This design comes from an exercise in tuning for small area and few clock cycles on the open sky130 flow, not from production work. Function was checked by simulation only, so behaviour that the tests miss may differ from the original.

==> v32 <==
==> flow/design.v <==
module softphy_rx (
    input             clk,
    input             rst,           
    input      [1:0]  cfg_coding,    
    input      [11:0] cfg_leadin,
    input      [15:0] cfg_pollbud,
    input      [31:0] cfg_rxtmo,
    input      [15:0] cfg_th_short,
    input      [15:0] cfg_th_long,
    input      [15:0] cfg_th_viol,
    input      [15:0] cfg_th_short_t,
    input      [15:0] cfg_th_long_t,
    input      [15:0] cfg_th_viol_t,
    input             start,
    output            busy,
    output reg        done,
    input             s_valid,
    output            s_ready,
    input             s_end,         
    input      [31:0] s_time,
    input             s_level,
    output reg [2:0]  rx_stat,
    output reg [9:0]  rx_count,
    output reg [14:0] rx_npulse,
    output reg [14:0] rx_synth,
    input      [3:0]  win_addr,
    output     [31:0] win_data
);
    localparam [2:0] ST_OK       = 3'd0,
                     ST_NORESP   = 3'd1,
                     ST_PREAMBLE = 3'd2,
                     ST_STOPBIT  = 3'd3,
                     ST_PROTOCOL = 3'd5;
    localparam [2:0] S_IDLE  = 3'd0,
                     S_FIRST = 3'd1,    
                     S_WAIT  = 3'd2,    
                     S_RUN   = 3'd3,    
                     S_DRAIN = 3'd4;    
    localparam integer NINS = 1;
    localparam integer ISTEP = 16 / NINS;
    reg [2:0]   state;
    reg [511:0] ring;         
    reg [3:0]   ph;
    reg         lvl;          
    reg [31:0]  t_ref;        
    reg [17:0]  t_edge;       
    reg         lead_bad;
    reg [14:0]  hp;           
    reg [3:0]   pos;          
    reg [9:0]   wp;           
    reg [2:0]   qn;           
    reg [3:0]   qv;           
    reg         a_lvl;        
    reg         cur_bit;      
    reg         last_bit;     
    function automatic lt16(input [15:0] a, input [15:0] b);
        integer k;
        reg r;
        begin
            r = 1'b0;
            for (k = 0; k < 16; k = k + 1)
                r = (~a[k] & b[k]) | (~a[k] & r) | (b[k] & r);
            lt16 = r;
        end
    endfunction
    function automatic lt32(input [31:0] a, input [31:0] b);
        integer k;
        reg r;
        begin
            r = 1'b0;
            for (k = 0; k < 32; k = k + 1)
                r = (~a[k] & b[k]) | (~a[k] & r) | (b[k] & r);
            lt32 = r;
        end
    endfunction
    wire m1 = (cfg_coding == 2'd0);
    reg [3:0] m_lo;           
    always @(*) begin
        case (cfg_coding)
            2'd0:    m_lo = 4'd0;
            2'd1:    m_lo = 4'd1;
            2'd2:    m_lo = 4'd3;
            default: m_lo = 4'd7;
        endcase
    end
    wire [3:0] m_hi   = m_lo + 4'd1;                
    wire [3:0] m_last = {m_lo[2:0], 1'b1};          
    wire in_leadin = ({3'd0, rx_npulse} < {6'd0, cfg_leadin});
    wire [14:0] np1 = rx_npulse + 15'd1;
    wire in_leadin1 = ({3'd0, np1} < {6'd0, cfg_leadin});
    wire mand = m1 ? (pos == 4'd1) : ((pos != m_lo) && (pos != m_last));
    wire tight = in_leadin || mand;
    wire [15:0] th_s = tight ? cfg_th_short_t : cfg_th_short;
    wire [15:0] th_l = tight ? cfg_th_long_t  : cfg_th_long;
    wire [15:0] th_v = tight ? cfg_th_viol_t  : cfg_th_viol;
    wire [31:0] diff    = s_time - t_ref;           
    wire        overrun = (diff[31:16] != 16'd0) || lt16(cfg_pollbud, diff[15:0]);
    wire [17:0] el      = s_time[17:0] - t_edge;    
    wire        e_hi    = (diff[31:17] != 15'd0) || el[17];
    wire big0 = e_hi || el[16];
    wire lt_s = overrun ? !e_hi && lt16(el[16:1], th_s) : !big0 && lt16(el[15:0], th_s);
    wire lt_l = overrun ? !e_hi && lt16(el[16:1], th_l) : !big0 && lt16(el[15:0], th_l);
    wire lt_v = overrun ? !e_hi && lt16(el[16:1], th_v) : !big0 && lt16(el[15:0], th_v);
    wire c_end = !(lt_s || lt_l || lt_v);             
    wire e_end = !lt_v;                               
    wire [1:0] n_a = (lt_s ? 2'd1 : (lt_l ? 2'd2 : 2'd3));  
    wire edge_ev = overrun || (s_level != lvl);     
    wire syn     = overrun && (s_level == lvl);     
    wire        hp_k1 = hp[14];
    wire        hp_k2 = hp_k1 || (hp[13:0] == 14'h3fff);
    wire        hp_k3 = hp_k2 || (hp[13:0] == 14'h3ffe);
    wire        hp_k4 = hp_k3 || (hp[13:0] == 14'h3ffd);
    wire        ovf_a = lt_s ? hp_k1 : (lt_l ? hp_k2 : hp_k3);
    wire        ovf_b = syn && (lt_s ? hp_k2 : (lt_l ? hp_k3 : hp_k4));
    wire [2:0]  hp_n  = {1'b0, n_a} + {2'd0, syn};
    wire [14:0] hp_nx = hp + {12'd0, hp_n};
    wire a_data = !in_leadin;
    wire b_data = syn && !in_leadin1;
    wire [3:0] act = {b_data, a_data && n_a == 2'd3, a_data && n_a[1], a_data};
    reg [3:0] p;
    reg       al, cb, x;
    reg [1:0] ncomp;
    reg       v1, v2;
    integer i;
    always @(*) begin
        p = pos; al = a_lvl; cb = cur_bit; ncomp = 2'd0; v1 = 1'b0; v2 = 1'b0;
        for (i = 0; i < 4; i = i + 1) begin
            x = (i == 3) ? !lvl : lvl;
            if (act[i]) begin
                if (p == m_lo) al = x;
                if (p == m_hi) cb = (x == al);
                if (p == m_last) begin
                    p = 4'd0;
                    if (ncomp == 2'd0) v1 = cb; else v2 = cb;
                    ncomp = ncomp + 2'd1;
                end else begin
                    p = p + 4'd1;
                end
            end
        end
    end
    wire take    = s_valid && s_ready;
    wire run_b   = take && (state == S_RUN) && !s_end;
    wire stop_rn = take && (state == S_RUN) &&
                   (s_end || (edge_ev ? (c_end || ovf_a) : e_end));
    wire rec_a   = run_b && edge_ev && !c_end && !ovf_a;
    wire rec_b   = rec_a && syn && !ovf_b;
    wire stop    = stop_rn || (rec_a && ovf_b) ||
                   (take && (state == S_FIRST) && s_end) ||
                   (take && (state == S_WAIT) && (s_end || lt32(cfg_rxtmo, diff)));
    wire [10:0] nbt  = {1'b0, wp} + {8'd0, qn};
    wire nb_hi = nbt > 11'd513;
    wire nb_lo = nbt < 11'd9;
    wire [9:0] cnt = nbt[9:0] - 10'd1;
    reg [2:0] stat;
    always @(*) begin
        if (state != S_RUN)                  stat = ST_NORESP;
        else if (rec_a || edge_ev && ovf_a && !s_end && !c_end)
                                             stat = ST_PROTOCOL;   
        else if (in_leadin || lead_bad)      stat = ST_PREAMBLE;
        else if (nb_hi)                      stat = ST_PROTOCOL;
        else if (nb_lo)                      stat = ST_NORESP;
        else if (!last_bit)                  stat = ST_STOPBIT;
        else                                 stat = ST_OK;
    end
    wire [3:0] ins_pl = wp[8:5] + wp[3:0] - ph - 4'd1;    
    wire       ins_ok = (ins_pl % ISTEP) == 0;
    wire       wr     = (qn != 3'd0) && (wp[9] || ins_ok);
    wire       wr_en  = wr && !wp[9];
    genvar gj, gp;
    generate
        for (gj = 0; gj < 32; gj = gj + 1) begin : g_ring
            for (gp = 0; gp < 16; gp = gp + 1) begin : g_place
                if (gp % ISTEP == 0) begin : g_ins
                    always @(posedge clk)
                        ring[16*gj + gp] <= (wr_en && wp[4:0] == gj && ins_pl == gp) ?
                                            qv[0] : ring[16*gj + (gp + 1) % 16];
                end else begin : g_rot
                    always @(posedge clk)
                        ring[16*gj + gp] <= ring[16*gj + (gp + 1) % 16];
                end
            end
        end
    endgenerate
    wire [2:0] qn_s = qn - {2'd0, wr};
    reg  [3:0] qv_nx;
    reg  [2:0] qn_nx;
    always @(*) begin
        qv_nx = wr ? {1'b0, qv[3:1]} : qv;
        qn_nx = qn_s;
        if (rec_a && ncomp != 2'd0) begin
            qv_nx[qn_s[1:0]] = v1;
            qn_nx = qn_s + 3'd1;
            if (ncomp == 2'd2) begin
                qv_nx[qn_s[1:0] + 2'd1] = v2;
                qn_nx = qn_s + 3'd2;
            end
        end
    end
    wire [3:0]  rd_pl = win_addr - ph;
    reg  [31:0] rd_word;
    reg  [15:0] rd_turn;
    integer r, q;
    always @(*) begin
        for (r = 0; r < 32; r = r + 1) begin
            for (q = 0; q < 16; q = q + 1)
                rd_turn[q] = ring[16*r + (q + r) % 16];
            rd_word[r] = rd_turn[rd_pl];
        end
    end
    wire        w_all = rx_count[9] || (win_addr < rx_count[8:5]);
    wire        w_eq  = (win_addr == rx_count[8:5]);
    reg  [31:0] w_mask;
    integer j;
    always @(*) begin
        for (j = 0; j < 32; j = j + 1)
            w_mask[j] = w_all || (w_eq && (j[4:0] < rx_count[4:0]));
    end
    genvar g;
    generate
        for (g = 0; g < 32; g = g + 1) begin : g_win
            assign win_data[31 - g] = rd_word[g] && w_mask[g];
        end
    endgenerate
    assign busy    = (state != S_IDLE);
    assign s_ready = ((state == S_FIRST) || (state == S_WAIT) || (state == S_RUN)) &&
                     (qn <= 3'd2);
    always @(posedge clk) begin
        if (rst) begin
            state     <= S_IDLE;
            done      <= 1'b0;
            rx_stat   <= ST_OK;
            rx_count  <= 10'd0;
            rx_npulse <= 15'd0;
            rx_synth  <= 15'd0;
            ph        <= 4'd0;
        end else begin
            ph <= ph + 4'd1;
            done <= 1'b0;
            if (take) t_ref <= s_time;
            if (wr && wp != 10'h3ff) wp <= wp + 10'd1;
            qv <= qv_nx;
            qn <= qn_nx;
            case (state)
                S_IDLE: begin
                    if (start) begin
                        rx_npulse <= 15'd0;
                        rx_synth  <= 15'd0;
                        lead_bad  <= 1'b0;
                        hp        <= 15'd0;
                        pos       <= 4'd0;
                        wp        <= 10'd0;
                        qn        <= 3'd0;
                        state     <= S_FIRST;
                    end
                end
                S_FIRST: begin
                    if (take) begin
                        lvl <= s_level;
                        if (!s_end) state <= S_WAIT;
                    end
                end
                S_WAIT: begin
                    if (take) begin
                        t_ref <= s_time;
                        if (s_level != lvl) begin
                            lvl    <= s_level;
                            t_edge <= s_time[17:0];
                            state  <= S_RUN;
                        end else begin
                            t_ref <= t_ref;
                        end
                    end
                end
                S_RUN: begin
                    if (rec_a) begin
                        lvl       <= s_level;
                        t_edge    <= s_time[17:0];
                        hp        <= hp_nx;
                        rx_npulse <= rec_b ? np1 + 15'd1 : np1;
                        if (rec_b) rx_synth <= rx_synth + 15'd1;
                        if (in_leadin && n_a != 2'd1) lead_bad <= 1'b1;
                        pos     <= p;
                        a_lvl   <= al;
                        cur_bit <= cb;
                        if (ncomp != 2'd0) last_bit <= (ncomp == 2'd2) ? v2 : v1;
                    end
                end
                S_DRAIN: begin
                    if (qn_s <= 3'd1) begin
                        state <= S_IDLE;
                        done  <= 1'b1;
                        qn    <= 3'd0;
                    end
                end
                default: state <= S_IDLE;
            endcase
            if (stop) begin
                rx_stat  <= stat;
                rx_count <= (stat == ST_OK) ? cnt : 10'd0;
                if (stat == ST_OK && qn_s > 3'd1) begin
                    state <= S_DRAIN;
                end else begin
                    state <= S_IDLE;
                    done  <= 1'b1;
                    qn    <= 3'd0;
                end
            end
        end
    end
endmodule
==> flow/flow/run.sh <==
#!/bin/bash
# The standard layout, with small port buffers and a clock tree of small
# buffers without dummy loads. Each tool's output is kept in the ORFS logs;
# make's own output goes to flow.log.
set -euo pipefail
export BUFFER_PORTS_ARGS="-buffer_cell sky130_fd_sc_hd__buf_1"
export CTS_ARGS="-sink_clustering_enable -repair_clock_nets -dont_use_dummy_load -buf_list {sky130_fd_sc_hd__clkbuf_4 sky130_fd_sc_hd__clkbuf_8}"
bash standard.sh > flow.log 2>&1
==> flow/standard.sh <==
#!/bin/bash
# synth_recipe.tcl (not shown) runs the flow's synth.tcl, then flattens the netlist and writes it again
# the make line also repeats each setting of config.mk as NAME=value (left out here)
make -C /OpenROAD-flow-scripts/flow DESIGN_CONFIG=/design/flow/config.mk WORK_HOME=/design/flow/orfs CLKGATE_MAP_FILE= SYNTH_SCRIPT=/design/flow/synth_recipe.tcl "${@:-finish}"
==> flow/config.mk <==
export PLATFORM = sky130hd
export DESIGN_NAME = softphy_rx
export DESIGN_NICKNAME = softphy_rx
export VERILOG_FILES = /design/flow/design.v
export SDC_FILE = /design/flow/constraint.sdc
export NUM_CORES = 4
export LEC_CHECK = 0
export CAP_MARGIN = 20
export CORE_MARGIN = 2
export CORE_UTILIZATION = 40
export SLEW_MARGIN = 20
==> flow/constraint.sdc <==
create_clock -name core_clock -period 12.0 [get_ports {clk}]
set_input_delay 2.4000 -clock core_clock [delete_from_list [all_inputs] [get_ports {clk}]]
set_output_delay 2.4000 -clock core_clock [all_outputs]
set_load 0.01 [all_outputs]
==> v12 (differences from v32) <==
==> flow/design.v, changed modules only <==
module softphy_rx (
    input             clk,
    input             rst,           
    input      [1:0]  cfg_coding,    
    input      [11:0] cfg_leadin,
    input      [15:0] cfg_pollbud,
    input      [31:0] cfg_rxtmo,
    input      [15:0] cfg_th_short,
    input      [15:0] cfg_th_long,
    input      [15:0] cfg_th_viol,
    input      [15:0] cfg_th_short_t,
    input      [15:0] cfg_th_long_t,
    input      [15:0] cfg_th_viol_t,
    input             start,
    output            busy,
    output reg        done,
    input             s_valid,
    output            s_ready,
    input             s_end,         
    input      [31:0] s_time,
    input             s_level,
    output reg [2:0]  rx_stat,
    output reg [9:0]  rx_count,
    output reg [14:0] rx_npulse,
    output reg [14:0] rx_synth,
    input      [3:0]  win_addr,
    output     [31:0] win_data
);
    localparam [2:0] ST_OK       = 3'd0,
                     ST_NORESP   = 3'd1,
                     ST_PREAMBLE = 3'd2,
                     ST_STOPBIT  = 3'd3,
                     ST_PROTOCOL = 3'd5;
    localparam [2:0] S_IDLE  = 3'd0,
                     S_FIRST = 3'd1,    
                     S_WAIT  = 3'd2,    
                     S_RUN   = 3'd3,    
                     S_PEND  = 3'd4;    
    reg [2:0]   state;
    reg [511:0] rxbits;
    reg         lvl;          
    reg [31:0]  t_ref;        
    reg [17:0]  t_edge;       
    reg         lead_bad;
    reg [14:0]  hp;           
    reg [3:0]   pos;          
    reg [9:0]   nb;           
    reg         wq;           
    reg         wq_val;
    reg         a_lvl;        
    reg         cur_bit;      
    reg         last_bit;     
    reg         pend_bit;     
    wire m1 = (cfg_coding == 2'd0);
    reg [3:0] m_lo;           
    always @(*) begin
        case (cfg_coding)
            2'd0:    m_lo = 4'd0;
            2'd1:    m_lo = 4'd1;
            2'd2:    m_lo = 4'd3;
            default: m_lo = 4'd7;
        endcase
    end
    wire [3:0] m_hi   = m_lo + 4'd1;                
    wire [3:0] m_last = {m_lo[2:0], 1'b1};          
    wire in_leadin = ({3'd0, rx_npulse} < {6'd0, cfg_leadin});
    wire [14:0] np1 = rx_npulse + 15'd1;
    wire in_leadin1 = ({3'd0, np1} < {6'd0, cfg_leadin});
    wire mand = m1 ? (pos == 4'd1) : ((pos != m_lo) && (pos != m_last));
    wire tight = in_leadin || mand;
    wire [15:0] th_s = tight ? cfg_th_short_t : cfg_th_short;
    wire [15:0] th_l = tight ? cfg_th_long_t  : cfg_th_long;
    wire [15:0] th_v = tight ? cfg_th_viol_t  : cfg_th_viol;
    wire [31:0] diff    = s_time - t_ref;           
    wire        overrun = (diff[31:16] != 16'd0) || (diff[15:0] > cfg_pollbud);
    wire [17:0] el      = s_time[17:0] - t_edge;    
    wire        e_hi    = (diff[31:17] != 15'd0) || el[17];
    wire big0 = e_hi || el[16];
    wire lt_s = overrun ? !e_hi && (el[16:1] < th_s) : !big0 && (el[15:0] < th_s);
    wire lt_l = overrun ? !e_hi && (el[16:1] < th_l) : !big0 && (el[15:0] < th_l);
    wire lt_v = overrun ? !e_hi && (el[16:1] < th_v) : !big0 && (el[15:0] < th_v);
    wire c_end = !(lt_s || lt_l || lt_v);             
    wire e_end = !lt_v;                               
    wire [1:0] n_a = (lt_s ? 2'd1 : (lt_l ? 2'd2 : 2'd3));  
    wire edge_ev = overrun || (s_level != lvl);     
    wire syn     = overrun && (s_level == lvl);     
    wire        hp_k1 = hp[14];
    wire        hp_k2 = hp_k1 || (hp[13:0] == 14'h3fff);
    wire        hp_k3 = hp_k2 || (hp[13:0] == 14'h3ffe);
    wire        hp_k4 = hp_k3 || (hp[13:0] == 14'h3ffd);
    wire        ovf_a = lt_s ? hp_k1 : (lt_l ? hp_k2 : hp_k3);
    wire        ovf_b = syn && (lt_s ? hp_k2 : (lt_l ? hp_k3 : hp_k4));
    wire [2:0]  hp_n  = {1'b0, n_a} + {2'd0, syn};
    wire [14:0] hp_nx = hp + {12'd0, hp_n};
    wire a_data = !in_leadin;
    wire b_data = syn && !in_leadin1;
    wire [3:0] act = {b_data, a_data && n_a == 2'd3, a_data && n_a[1], a_data};
    reg [3:0] p;
    reg       al, cb, x;
    reg [1:0] ncomp;
    reg       v1, v2;
    integer i;
    always @(*) begin
        p = pos; al = a_lvl; cb = cur_bit; ncomp = 2'd0; v1 = 1'b0; v2 = 1'b0;
        for (i = 0; i < 4; i = i + 1) begin
            x = (i == 3) ? !lvl : lvl;
            if (act[i]) begin
                if (p == m_lo) al = x;
                if (p == m_hi) cb = (x == al);
                if (p == m_last) begin
                    p = 4'd0;
                    if (ncomp == 2'd0) v1 = cb; else v2 = cb;
                    ncomp = ncomp + 2'd1;
                end else begin
                    p = p + 4'd1;
                end
            end
        end
    end
    wire take    = s_valid && (state == S_FIRST || state == S_WAIT || state == S_RUN);
    wire run_b   = take && (state == S_RUN) && !s_end;
    wire stop_rn = take && (state == S_RUN) &&
                   (s_end || (edge_ev ? (c_end || ovf_a) : e_end));
    wire rec_a   = run_b && edge_ev && !c_end && !ovf_a;
    wire rec_b   = rec_a && syn && !ovf_b;
    wire stop    = stop_rn || (rec_a && ovf_b) ||
                   (take && (state == S_FIRST) && s_end) ||
                   (take && (state == S_WAIT) && (s_end || diff > cfg_rxtmo));
    wire nb_hi = wq ? (nb > 10'd512) : (nb > 10'd513);
    wire nb_lo = wq ? (nb < 10'd8) : (nb < 10'd9);
    wire [9:0] cnt = wq ? nb : nb - 10'd1;
    reg [2:0] stat;
    always @(*) begin
        if (state != S_RUN)                  stat = ST_NORESP;
        else if (rec_a || edge_ev && ovf_a && !s_end && !c_end)
                                             stat = ST_PROTOCOL;   
        else if (in_leadin || lead_bad)      stat = ST_PREAMBLE;
        else if (nb_hi)                      stat = ST_PROTOCOL;
        else if (nb_lo)                      stat = ST_NORESP;
        else if (!last_bit)                  stat = ST_STOPBIT;
        else                                 stat = ST_OK;
    end
    wire       wr_en  = wq && !nb[9];
    wire       wr_val = wq_val;
    wire [3:0] rd_sel = busy ? nb[8:5] : win_addr;
    wire [31:0] rd_word = rxbits[{rd_sel, 5'd0} +: 32];
    reg  [31:0] wr_word;
    always @(*) begin
        wr_word = rd_word;
        wr_word[nb[4:0]] = wr_val;
    end
    integer w;
    always @(posedge clk) begin
        for (w = 0; w < 16; w = w + 1)
            if (wr_en && nb[8:5] == w[3:0])
                rxbits[32*w +: 32] <= wr_word;
    end
    wire        w_all = rx_count[9] || (win_addr < rx_count[8:5]);
    wire        w_eq  = (win_addr == rx_count[8:5]);
    reg  [31:0] w_mask;
    integer j;
    always @(*) begin
        for (j = 0; j < 32; j = j + 1)
            w_mask[j] = w_all || (w_eq && (j[4:0] < rx_count[4:0]));
    end
    genvar g;
    generate
        for (g = 0; g < 32; g = g + 1) begin : g_win
            assign win_data[31 - g] = rd_word[g] && w_mask[g];
        end
    endgenerate
    assign busy    = (state != S_IDLE);
    assign s_ready = (state == S_FIRST) || (state == S_WAIT) || (state == S_RUN);
    always @(posedge clk) begin
        if (rst) begin
            state     <= S_IDLE;
            done      <= 1'b0;
            rx_stat   <= ST_OK;
            rx_count  <= 10'd0;
            rx_npulse <= 15'd0;
            rx_synth  <= 15'd0;
        end else begin
            done <= 1'b0;
            if (take) t_ref <= s_time;
            if (wq && nb != 10'h3ff) nb <= nb + 10'd1;
            wq <= 1'b0;
            case (state)
                S_IDLE: begin
                    if (start) begin
                        rx_npulse <= 15'd0;
                        rx_synth  <= 15'd0;
                        lead_bad  <= 1'b0;
                        hp        <= 15'd0;
                        pos       <= 4'd0;
                        nb        <= 10'd0;
                        wq        <= 1'b0;
                        state     <= S_FIRST;
                    end
                end
                S_FIRST: begin
                    if (take) begin
                        lvl <= s_level;
                        if (!s_end) state <= S_WAIT;
                    end
                end
                S_WAIT: begin
                    if (take) begin
                        t_ref <= s_time;
                        if (s_level != lvl) begin
                            lvl    <= s_level;
                            t_edge <= s_time[17:0];
                            state  <= S_RUN;
                        end else begin
                            t_ref <= t_ref;
                        end
                    end
                end
                S_RUN: begin
                    if (rec_a) begin
                        lvl       <= s_level;
                        t_edge    <= s_time[17:0];
                        hp        <= hp_nx;
                        rx_npulse <= rec_b ? np1 + 15'd1 : np1;
                        if (rec_b) rx_synth <= rx_synth + 15'd1;
                        if (in_leadin && n_a != 2'd1) lead_bad <= 1'b1;
                        pos     <= p;
                        a_lvl   <= al;
                        cur_bit <= cb;
                        if (ncomp != 2'd0) last_bit <= (ncomp == 2'd2) ? v2 : v1;
                        wq       <= (ncomp != 2'd0);
                        wq_val   <= v1;
                        pend_bit <= v2;
                        if (ncomp == 2'd2 && !stop) state <= S_PEND;
                    end
                end
                S_PEND: begin
                    wq     <= 1'b1;
                    wq_val <= pend_bit;
                    state  <= S_RUN;
                end
                default: state <= S_IDLE;
            endcase
            if (stop) begin
                state   <= S_IDLE;
                done    <= 1'b1;
                rx_stat <= stat;
                rx_count <= (stat == ST_OK) ? cnt : 10'd0;
                wq       <= 1'b0;
            end
        end
    end
endmodule
==> flow/run.sh (new file) <==
#!/bin/bash
# synth_recipe.tcl (not shown) runs the flow's synth.tcl, then flattens the netlist and writes it again
# the make line also repeats each setting of config.mk as NAME=value (left out here)
make -C /OpenROAD-flow-scripts/flow DESIGN_CONFIG=/design/flow/config.mk WORK_HOME=/design/flow/orfs CLKGATE_MAP_FILE= SYNTH_SCRIPT=/design/flow/synth_recipe.tcl finish
removed: flow/flow/run.sh
removed: flow/standard.sh
==> v5 (differences from v32) <==
==> flow/run.sh (new file) <==
#!/bin/bash
# synth_recipe.tcl (not shown) runs the flow's synth.tcl, then flattens the netlist and writes it again
# the make line also repeats each setting of config.mk as NAME=value (left out here)
make -C /OpenROAD-flow-scripts/flow DESIGN_CONFIG=/design/flow/config.mk WORK_HOME=/design/flow/orfs CLKGATE_MAP_FILE= SYNTH_SCRIPT=/design/flow/synth_recipe.tcl finish
Settings changed: CTS_BUF_LIST from default to sky130_fd_sc_hd__clkbuf_8.
removed: flow/flow/run.sh
removed: flow/standard.sh
==> summary.txt <==
Status
  • Status: complete, no violations

Global routing
  • Met1 Use GR: between 20% and 30%
  • Largest net degree at the start of global routing: 93

Setup path
  • Reg2reg end: qv[3]

Synthesis
  • Most common cell in the synthesized netlist: dfxtp_1

Die
  • Die width: about 280 um

Route
  • Via Count: 23140
  • DR iter-0 viols: around 1300
Source of the figures above: v32

==> summary.txt <==
Finish
  • Clock buf/inv share: under 10%
  • Reg with most FFs: rxbits

Die
  • Chip Height: roughly 300 um
  • Num tapcells: 1176
  • Die width: 305.9 um

Route
  • Via Count: roughly 26000
  • DR iter-0 viols: between 1500 and 2000

Status
  • Status: complete, no violations

Synthesis
  • Most common cell in the synthesized netlist: edfxtp_1
Source of the figures above: v12

==> summary.txt <==
Route
  • Drt wl/cell: just over 20 um
  • DR iter-0 viols: between 1000 and 1500
  • Via Count: 23880

Global routing
  • Met1 Use GR: between 20 and 30%

STA
  • RSZ-0062 raised after global routing: no

Synthesis
  • Mean post-synth cell area: between 10 and 15 sq um
  • Synth area leader: dfxtp_1

Finish
  • Commonest non-fill, non-tap cell in the layout: dfxtp_1

Setup path
  • Reg2reg end: qv[0]

Status
  • Status: complete, no violations

Die
  • Die width: between 200 and 300 um
Source of the figures above: v5

Testbench counts of v32, summed over its fixed seeds: cycles 4,003,738.
Testbench counts of v12, summed over its fixed seeds: cycles 4,003,738.
Testbench counts of v5, summed over its fixed seeds: cycles 4,003,738.

-- what the ideal ports hide --
How much do the figures lean on ideal ports? The routed layouts below were timed once more, with nothing changed but the port constraints. Step 1 sets driving cells, clkbuf_16 on the clock port and buf_2 on the other inputs (assumed; they add their load-dependent delay and slew). Step 2 adds t to the input delays and takes it off the output delays; t is the mean of the earliest and latest rising clock arrival at the registers after step 1. Input paths then give back, and output paths get back, about the clock's delay inside the block. Three values: ideal ports, drivers, drivers and shift; two values: the first two.
| run | t, ns | slack for setup (ns) | worst setup path after step 2 | worst register clock-pin slew, ns | worst data-port slew with drivers (ns) |
|---|---|---|---|---|---|
| v32 | 0.724 | 1.792 / 1.826 / 1.102 | input to register | 0.06 / 0.06 | 0.13 |
| v12 | 0.682 | 1.709 / 1.746 / 1.064 | input to register | 0.07 / 0.07 | 0.11 |
| v5 | 0.744 | 1.339 / 1.367 / 0.623 | input to register | 0.07 / 0.07 | 0.15 |
After both steps every run listed still meets setup and hold. The setup slack of v5, which loses most, moves by +0.028 ns with the drivers and by -0.716 ns with both steps.
